What follows belongs to an exercise in optimizing a design on an open flow for small area, a short achievable clock period and few clock cycles; a production flow would make more cautious choices.
At most, simulation tests tie the RTL to the original design; equivalence was not proved.

==> v6 <==
==> flow/design.v (excerpt) <==
module etc (
  input  wire       clk,
  input  wire       rst,
  input  wire       we,
  input  wire       re,
  input  wire [7:0] addr,
  input  wire [7:0] wdata,
  output reg  [7:0] rdata,
  output wire       busy
);
Settings: LEC_CHECK=0, ABC_CLOCK_PERIOD_IN_PS=4000, CAP_MARGIN=20, CORE_MARGIN=2, CORE_UTILIZATION=55, SLEW_MARGIN=20, SYNTH_HIERARCHICAL=1, SYNTH_MINIMUM_KEEP_SIZE=0; clock period 10.0 ns.
standard.sh (not shown) runs the stock make flow with config.mk's settings and CLKGATE_MAP_FILE= SYNTH_SCRIPT=/design/flow/synth_recipe.tcl, a recipe that flattens the netlist after the stock synthesis.
==> flow/flow/run.sh <==
#!/bin/bash
# Standard ORFS layout, with port buffers that drive well and a timing
# repair that aims for a shorter period than the constraint asks for.
set -euo pipefail
bash standard.sh SETUP_SLACK_MARGIN=6.5 \
  "BUFFER_PORTS_ARGS=-buffer_cell sky130_fd_sc_hd__buf_4" \
  finish > make_finish.log 2>&1
==> v38: changes against v6 <==
--- a/flow/design.v
+++ b/flow/design.v
@@ -134,42 +134,50 @@
   reg [127:0] stage_bytes;
   integer sk;
   always @* begin
     for (sk = 0; sk < 16; sk = sk + 1)
       stage_bytes[8*sk +: 8] = stage_q[8*(15 - sk) +: 8];
   end
-  wire [127:0] sel_txt;
-  wire [63:0]  sel_grid;
-  wire [15:0]  sel_tile;
-  wire [15:0]  sel_wire;
-  wire [3:0]   sel_misc;
-  etc_rsel u_rsel (
-    .addr(addr), .busy(busy_q), .p(p_q[6:0]),
-    .sel_txt(sel_txt), .sel_grid(sel_grid), .sel_tile(sel_tile),
-    .sel_wire(sel_wire), .sel_misc(sel_misc)
-  );
-  reg [127:0] grid_idx;    
-  integer gi;
+  wire [6:0] tsel = busy_q ? p_q[6:0] : addr[6:0];
+  wire       tsel_on = busy_q || addr[7];
+  reg [7:0] rd_oth;
+  always @* begin
+    rd_oth = 8'd0;
+    case (addr[7:6])
+      2'b00: rd_oth = {6'd0, to_index(grid_q[2*addr[5:0] +: 2])};
+      2'b01: begin
+        if (addr[5:4] == 2'b00)
+          rd_oth = tile_q[8*addr[3:0] +: 8];
+        else if (addr[5:4] == 2'b01)
+          rd_oth = wire_q[8*addr[3:0] +: 8];
+        else if (addr[5:0] == 6'h21)
+          rd_oth = {5'd0, result_q};
+        else if (addr[5:0] == 6'h22)
+          rd_oth = txtlen_q;
+        else if (addr[5:0] == 6'h23)
+          rd_oth = {6'd0, pixidx_q};
+        else if (addr[5:0] == 6'h24)
+          rd_oth = {6'd0, pixbits_q};
+      end
+      default: ;
+    endcase
+  end
+  wire [7:0] rd_txt = tsel_on ? txt_q[8*tsel +: 8] : 8'd0;
+  reg [7:0] rd_txt_q;    
+  reg [7:0] rd_oth_q;    
+  always @(posedge clk) begin
+    rd_txt_q <= rd_txt;
+    rd_oth_q <= rd_oth;
+  end
   always @*
-    for (gi = 0; gi < 64; gi = gi + 1)
-      grid_idx[2*gi +: 2] = to_index(grid_q[2*gi +: 2]);
-  wire [7:0] rd_mux;
-  etc_rdor u_rdor (
-    .sel_txt(sel_txt), .sel_grid(sel_grid), .sel_tile(sel_tile),
-    .sel_wire(sel_wire), .sel_misc(sel_misc),
-    .txt(txt_q), .grid(grid_idx), .tile(tile_q), .wire_b(wire_q),
-    .misc({{6'd0, pixbits_q}, {6'd0, pixidx_q}, txtlen_q, {5'd0, result_q}}),
-    .rd(rd_mux)
-  );
-  always @(posedge clk)
-    rdata <= rd_mux;
+    rdata = rd_txt_q | rd_oth_q;
   wire       hw      = we && !busy_q;
   wire       txt_wr  = hw && addr[7];
   wire       cmd_wr  = hw && (addr == 8'h60);
   wire [7:0] wj      = {1'b0, addr[6:0]};
-  wire [7:0] ch       = sc_q ? rdata : pc_q;
+  wire [7:0] ch       = sc_q ? rd_txt_q : pc_q;
   wire [4:0] b_ntok   = rp_q ? 5'd0 : ntok_q;
   wire       b_intok  = rp_q ? 1'b0 : intok_q;
   wire [1:0] b_toklen = rp_q ? 2'd0 : toklen_q;
   wire       b_bad    = rp_q ? 1'b0 : bad_q;
   wire       c_ws     = is_ws(ch);
   wire       c_hex    = is_hex(ch);
@@ -361,63 +369,6 @@
         endcase
       end else if (s_scan && ready)
         result_q <= parse_res;
     end
   end
 endmodule
-module etc_rsel (
-  input  wire [7:0]   addr,
-  input  wire         busy,
-  input  wire [6:0]   p,
-  output reg  [127:0] sel_txt,
-  output reg  [63:0]  sel_grid,
-  output reg  [15:0]  sel_tile,
-  output reg  [15:0]  sel_wire,
-  output reg  [3:0]   sel_misc    
-);
-  reg [15:0] trow;
-  reg [7:0]  tcol;
-  integer i;
-  always @* begin
-    for (i = 0; i < 16; i = i + 1)
-      trow[i] = busy ? (p[6:3] == i) : (addr[7] && addr[6:3] == i);
-    for (i = 0; i < 8; i = i + 1)
-      tcol[i] = busy ? (p[2:0] == i) : (addr[2:0] == i);
-    for (i = 0; i < 128; i = i + 1)
-      sel_txt[i] = trow[i / 8] & tcol[i % 8];
-    for (i = 0; i < 64; i = i + 1)
-      sel_grid[i] = !busy && addr == i;
-    for (i = 0; i < 16; i = i + 1) begin
-      sel_tile[i] = !busy && addr == 8'h40 + i;
-      sel_wire[i] = !busy && addr == 8'h50 + i;
-    end
-    for (i = 0; i < 4; i = i + 1)
-      sel_misc[i] = !busy && addr == 8'h61 + i;
-  end
-endmodule
-module etc_rdor (
-  input  wire [127:0]  sel_txt,
-  input  wire [63:0]   sel_grid,
-  input  wire [15:0]   sel_tile,
-  input  wire [15:0]   sel_wire,
-  input  wire [3:0]    sel_misc,
-  input  wire [1023:0] txt,
-  input  wire [127:0]  grid,
-  input  wire [127:0]  tile,
-  input  wire [127:0]  wire_b,
-  input  wire [31:0]   misc,
-  output reg  [7:0]    rd
-);
-  integer i;
-  always @* begin
-    rd = 8'd0;
-    for (i = 0; i < 128; i = i + 1)
-      rd = rd | ({8{sel_txt[i]}} & txt[8*i +: 8]);
-    for (i = 0; i < 64; i = i + 1)
-      rd = rd | {6'd0, {2{sel_grid[i]}} & grid[2*i +: 2]};
-    for (i = 0; i < 16; i = i + 1)
-      rd = rd | ({8{sel_tile[i]}} & tile[8*i +: 8]) |
-                ({8{sel_wire[i]}} & wire_b[8*i +: 8]);
-    for (i = 0; i < 4; i = i + 1)
-      rd = rd | ({8{sel_misc[i]}} & misc[8*i +: 8]);
-  end
-endmodule
- CTS_CLUSTER_DIAMETER: not set -> 60
- CTS_CLUSTER_SIZE: not set -> 20
- SYNTH_HIERARCHICAL: 1 -> not set
- SYNTH_MINIMUM_KEEP_SIZE: 0 -> not set
- TNS_END_PERCENT: not set -> 5
==> v21: changes against v6 <==
--- a/flow/design.v
+++ b/flow/design.v
@@ -134,35 +134,35 @@
   reg [127:0] stage_bytes;
   integer sk;
   always @* begin
     for (sk = 0; sk < 16; sk = sk + 1)
       stage_bytes[8*sk +: 8] = stage_q[8*(15 - sk) +: 8];
   end
-  wire [127:0] sel_txt;
-  wire [63:0]  sel_grid;
-  wire [15:0]  sel_tile;
-  wire [15:0]  sel_wire;
-  wire [3:0]   sel_misc;
-  etc_rsel u_rsel (
-    .addr(addr), .busy(busy_q), .p(p_q[6:0]),
-    .sel_txt(sel_txt), .sel_grid(sel_grid), .sel_tile(sel_tile),
-    .sel_wire(sel_wire), .sel_misc(sel_misc)
-  );
-  reg [127:0] grid_idx;    
-  integer gi;
-  always @*
-    for (gi = 0; gi < 64; gi = gi + 1)
-      grid_idx[2*gi +: 2] = to_index(grid_q[2*gi +: 2]);
-  wire [7:0] rd_mux;
-  etc_rdor u_rdor (
-    .sel_txt(sel_txt), .sel_grid(sel_grid), .sel_tile(sel_tile),
-    .sel_wire(sel_wire), .sel_misc(sel_misc),
-    .txt(txt_q), .grid(grid_idx), .tile(tile_q), .wire_b(wire_q),
-    .misc({{6'd0, pixbits_q}, {6'd0, pixidx_q}, txtlen_q, {5'd0, result_q}}),
-    .rd(rd_mux)
-  );
+  wire [7:0] rsel = busy_q ? {1'b1, p_q[6:0]} : addr;
+  reg [7:0] rd_mux;
+  always @* begin
+    rd_mux = 8'd0;
+    case (rsel[7:6])
+      2'b00: rd_mux = {6'd0, to_index(grid_q[2*rsel[5:0] +: 2])};
+      2'b01: begin
+        if (rsel[5:4] == 2'b00)
+          rd_mux = tile_q[8*rsel[3:0] +: 8];
+        else if (rsel[5:4] == 2'b01)
+          rd_mux = wire_q[8*rsel[3:0] +: 8];
+        else if (rsel[5:0] == 6'h21)
+          rd_mux = {5'd0, result_q};
+        else if (rsel[5:0] == 6'h22)
+          rd_mux = txtlen_q;
+        else if (rsel[5:0] == 6'h23)
+          rd_mux = {6'd0, pixidx_q};
+        else if (rsel[5:0] == 6'h24)
+          rd_mux = {6'd0, pixbits_q};
+      end
+      default: rd_mux = txt_q[8*rsel[6:0] +: 8];
+    endcase
+  end
   always @(posedge clk)
     rdata <= rd_mux;
   wire       hw      = we && !busy_q;
   wire       txt_wr  = hw && addr[7];
   wire       cmd_wr  = hw && (addr == 8'h60);
   wire [7:0] wj      = {1'b0, addr[6:0]};
@@ -361,63 +361,6 @@
         endcase
       end else if (s_scan && ready)
         result_q <= parse_res;
     end
   end
 endmodule
-module etc_rsel (
-  input  wire [7:0]   addr,
-  input  wire         busy,
-  input  wire [6:0]   p,
-  output reg  [127:0] sel_txt,
-  output reg  [63:0]  sel_grid,
-  output reg  [15:0]  sel_tile,
-  output reg  [15:0]  sel_wire,
-  output reg  [3:0]   sel_misc    
-);
-  reg [15:0] trow;
-  reg [7:0]  tcol;
-  integer i;
-  always @* begin
-    for (i = 0; i < 16; i = i + 1)
-      trow[i] = busy ? (p[6:3] == i) : (addr[7] && addr[6:3] == i);
-    for (i = 0; i < 8; i = i + 1)
-      tcol[i] = busy ? (p[2:0] == i) : (addr[2:0] == i);
-    for (i = 0; i < 128; i = i + 1)
-      sel_txt[i] = trow[i / 8] & tcol[i % 8];
-    for (i = 0; i < 64; i = i + 1)
-      sel_grid[i] = !busy && addr == i;
-    for (i = 0; i < 16; i = i + 1) begin
-      sel_tile[i] = !busy && addr == 8'h40 + i;
-      sel_wire[i] = !busy && addr == 8'h50 + i;
-    end
-    for (i = 0; i < 4; i = i + 1)
-      sel_misc[i] = !busy && addr == 8'h61 + i;
-  end
-endmodule
-module etc_rdor (
-  input  wire [127:0]  sel_txt,
-  input  wire [63:0]   sel_grid,
-  input  wire [15:0]   sel_tile,
-  input  wire [15:0]   sel_wire,
-  input  wire [3:0]    sel_misc,
-  input  wire [1023:0] txt,
-  input  wire [127:0]  grid,
-  input  wire [127:0]  tile,
-  input  wire [127:0]  wire_b,
-  input  wire [31:0]   misc,
-  output reg  [7:0]    rd
-);
-  integer i;
-  always @* begin
-    rd = 8'd0;
-    for (i = 0; i < 128; i = i + 1)
-      rd = rd | ({8{sel_txt[i]}} & txt[8*i +: 8]);
-    for (i = 0; i < 64; i = i + 1)
-      rd = rd | {6'd0, {2{sel_grid[i]}} & grid[2*i +: 2]};
-    for (i = 0; i < 16; i = i + 1)
-      rd = rd | ({8{sel_tile[i]}} & tile[8*i +: 8]) |
-                ({8{sel_wire[i]}} & wire_b[8*i +: 8]);
-    for (i = 0; i < 4; i = i + 1)
-      rd = rd | ({8{sel_misc[i]}} & misc[8*i +: 8]);
-  end
-endmodule
- SYNTH_HIERARCHICAL: 1 -> not set
- SYNTH_MINIMUM_KEEP_SIZE: 0 -> not set
==> run summary <==
# TYPE chip_impl_metric gauge
chip_impl_metric{name="synth_compound_area_share",unit="%"} 11.9
chip_impl_info{name="synthTopCellsByArea",value="sky130_fd_sc_hd__edfxtp_1, sky130_fd_sc_hd__mux4_2, sky130_fd_sc_hd__mux2i_1"} 1
chip_impl_metric{name="die_w",unit="um"} 371
chip_impl_metric{name="synth.area.mux_share",unit="%"} 10.6
chip_impl_info{name="result_of_the_run",value="timing/DRC/antenna clean"} 1
chip_impl_metric{name="post_synthesis_cell_type_count",unit=""} 81
chip_impl_metric{name="starting_utilization_of_the_core_area",unit="%"} 55.4
chip_impl_metric{name="postSynthRegisterBits",unit=""} 1593
chip_impl_metric{name="row_count",unit=""} 134
chip_impl_info{name="synth_common_cells",value="sky130_fd_sc_hd__edfxtp_1, sky130_fd_sc_hd__nand2_1, sky130_fd_sc_hd__o21ai_0"} 1
chip_impl_metric{name="grt_start_max_net_pins",unit=""} 74
That was v21.
==> run summary <==
# TYPE chip_impl_metric gauge
chip_impl_metric{name="synth_compound_area_share",unit="%"} 8.65
chip_impl_metric{name="post_synthesis_cell_type_count",unit=""} 78
chip_impl_metric{name="yosys.area_share.adder",unit="%"} 0.415
chip_impl_metric{name="starting_utilization_of_the_core_area",unit="%"} 55.5
chip_impl_metric{name="postSynthRegisterBits",unit=""} 1601
chip_impl_info{name="synth_common_cells",value="sky130_fd_sc_hd__edfxtp_1, sky130_fd_sc_hd__nand2_1, sky130_fd_sc_hd__o21ai_0"} 1
chip_impl_info{name="result_of_the_run",value="timing/DRC/antenna clean"} 1
chip_impl_metric{name="row_count",unit=""} 135
chip_impl_info{name="synthTopCellsByArea",value="sky130_fd_sc_hd__edfxtp_1, sky130_fd_sc_hd__nand2_1, sky130_fd_sc_hd__mux4_2"} 1
chip_impl_metric{name="via_count",unit=""} 56900
chip_impl_metric{name="global_routing_usage_summed_across_all_routing_layers",unit="%"} 41.8
chip_impl_metric{name="timing.setup.tns",unit="ns"} 0
That was v38.
==> run summary <==
# TYPE chip_impl_metric gauge
chip_impl_info{name="result_of_the_run",value="aborted with a tool error"} 1
chip_impl_info{name="failing_step",value="global routing"} 1
chip_impl_info{name="run.stop_error",value="[ERROR GRT-0232] Routing congestion too high. Check the congestion heatmap in the GUI."} 1
chip_impl_metric{name="post_synthesis_cell_type_count",unit=""} 78
chip_impl_metric{name="starting_utilization_of_the_core_area",unit="%"} 55.5
chip_impl_metric{name="synth_compound_area_share",unit="%"} 15.1
chip_impl_metric{name="postSynthRegisterBits",unit=""} 1593
chip_impl_info{name="synthTopCellsByArea",value="sky130_fd_sc_hd__edfxtp_1, sky130_fd_sc_hd__mux2i_1, sky130_fd_sc_hd__nor2_1"} 1
chip_impl_metric{name="row_count",unit=""} 135
chip_impl_info{name="synth_top_area_cell",value="sky130_fd_sc_hd__edfxtp_1"} 1
chip_impl_metric{name="synth.area.mux_share",unit="%"} 3.60
chip_impl_info{name="synth_common_cells",value="sky130_fd_sc_hd__edfxtp_1, sky130_fd_sc_hd__nor2_1, sky130_fd_sc_hd__nand2_1"} 1
chip_impl_metric{name="place.port_buffers",unit=""} 27
chip_impl_metric{name="die_w",unit="um"} 374
chip_impl_metric{name="synth.cell_area",unit="um^2"} 75300
That was v6.
Testbench counts of v38, summed over its fixed seeds: cycles 32,080.
Testbench counts of v21, summed over its fixed seeds: cycles 32,080.
No functional check of the RTL was part of v6.

-- what the ideal ports hide --
In the flow no input, the clock included, has a driving cell. The finished layouts below were timed again as built, in two steps.
Step 1: set_driving_cell puts a clkbuf_16 on clk and a buf_2 on each other input, an assumption about the parent block.
Step 2 adds t to the input delays and takes it off the output delays; t is the mean of the earliest and latest rising clock arrival at the registers after step 1. Input paths then give back, and output paths get back, about the clock's delay inside the block.
a / b / c = ideal / step 1 / step 2; a / b = the first two.
| run | t (ns) | setup slack, ns | worst hold slack (ns) | clock arrival spread, ns | worst slew at a driven data input, ns |
|---|---|---|---|---|---|
| v38 | 0.874 | 6.086 / 5.845 / 4.971 | 0.442 / 0.442 / 0.442 | 0.032 / 0.032 | 0.35 |
| v21 | 0.891 | 5.861 / 5.683 / 4.792 | 0.448 / 0.448 / 0.448 | 0.027 / 0.027 | 0.34 |
After both steps setup and hold are still met in every run listed. The setup slack of v38, which loses most, moves by -0.241 ns with the drivers and by -1.115 ns with both steps.
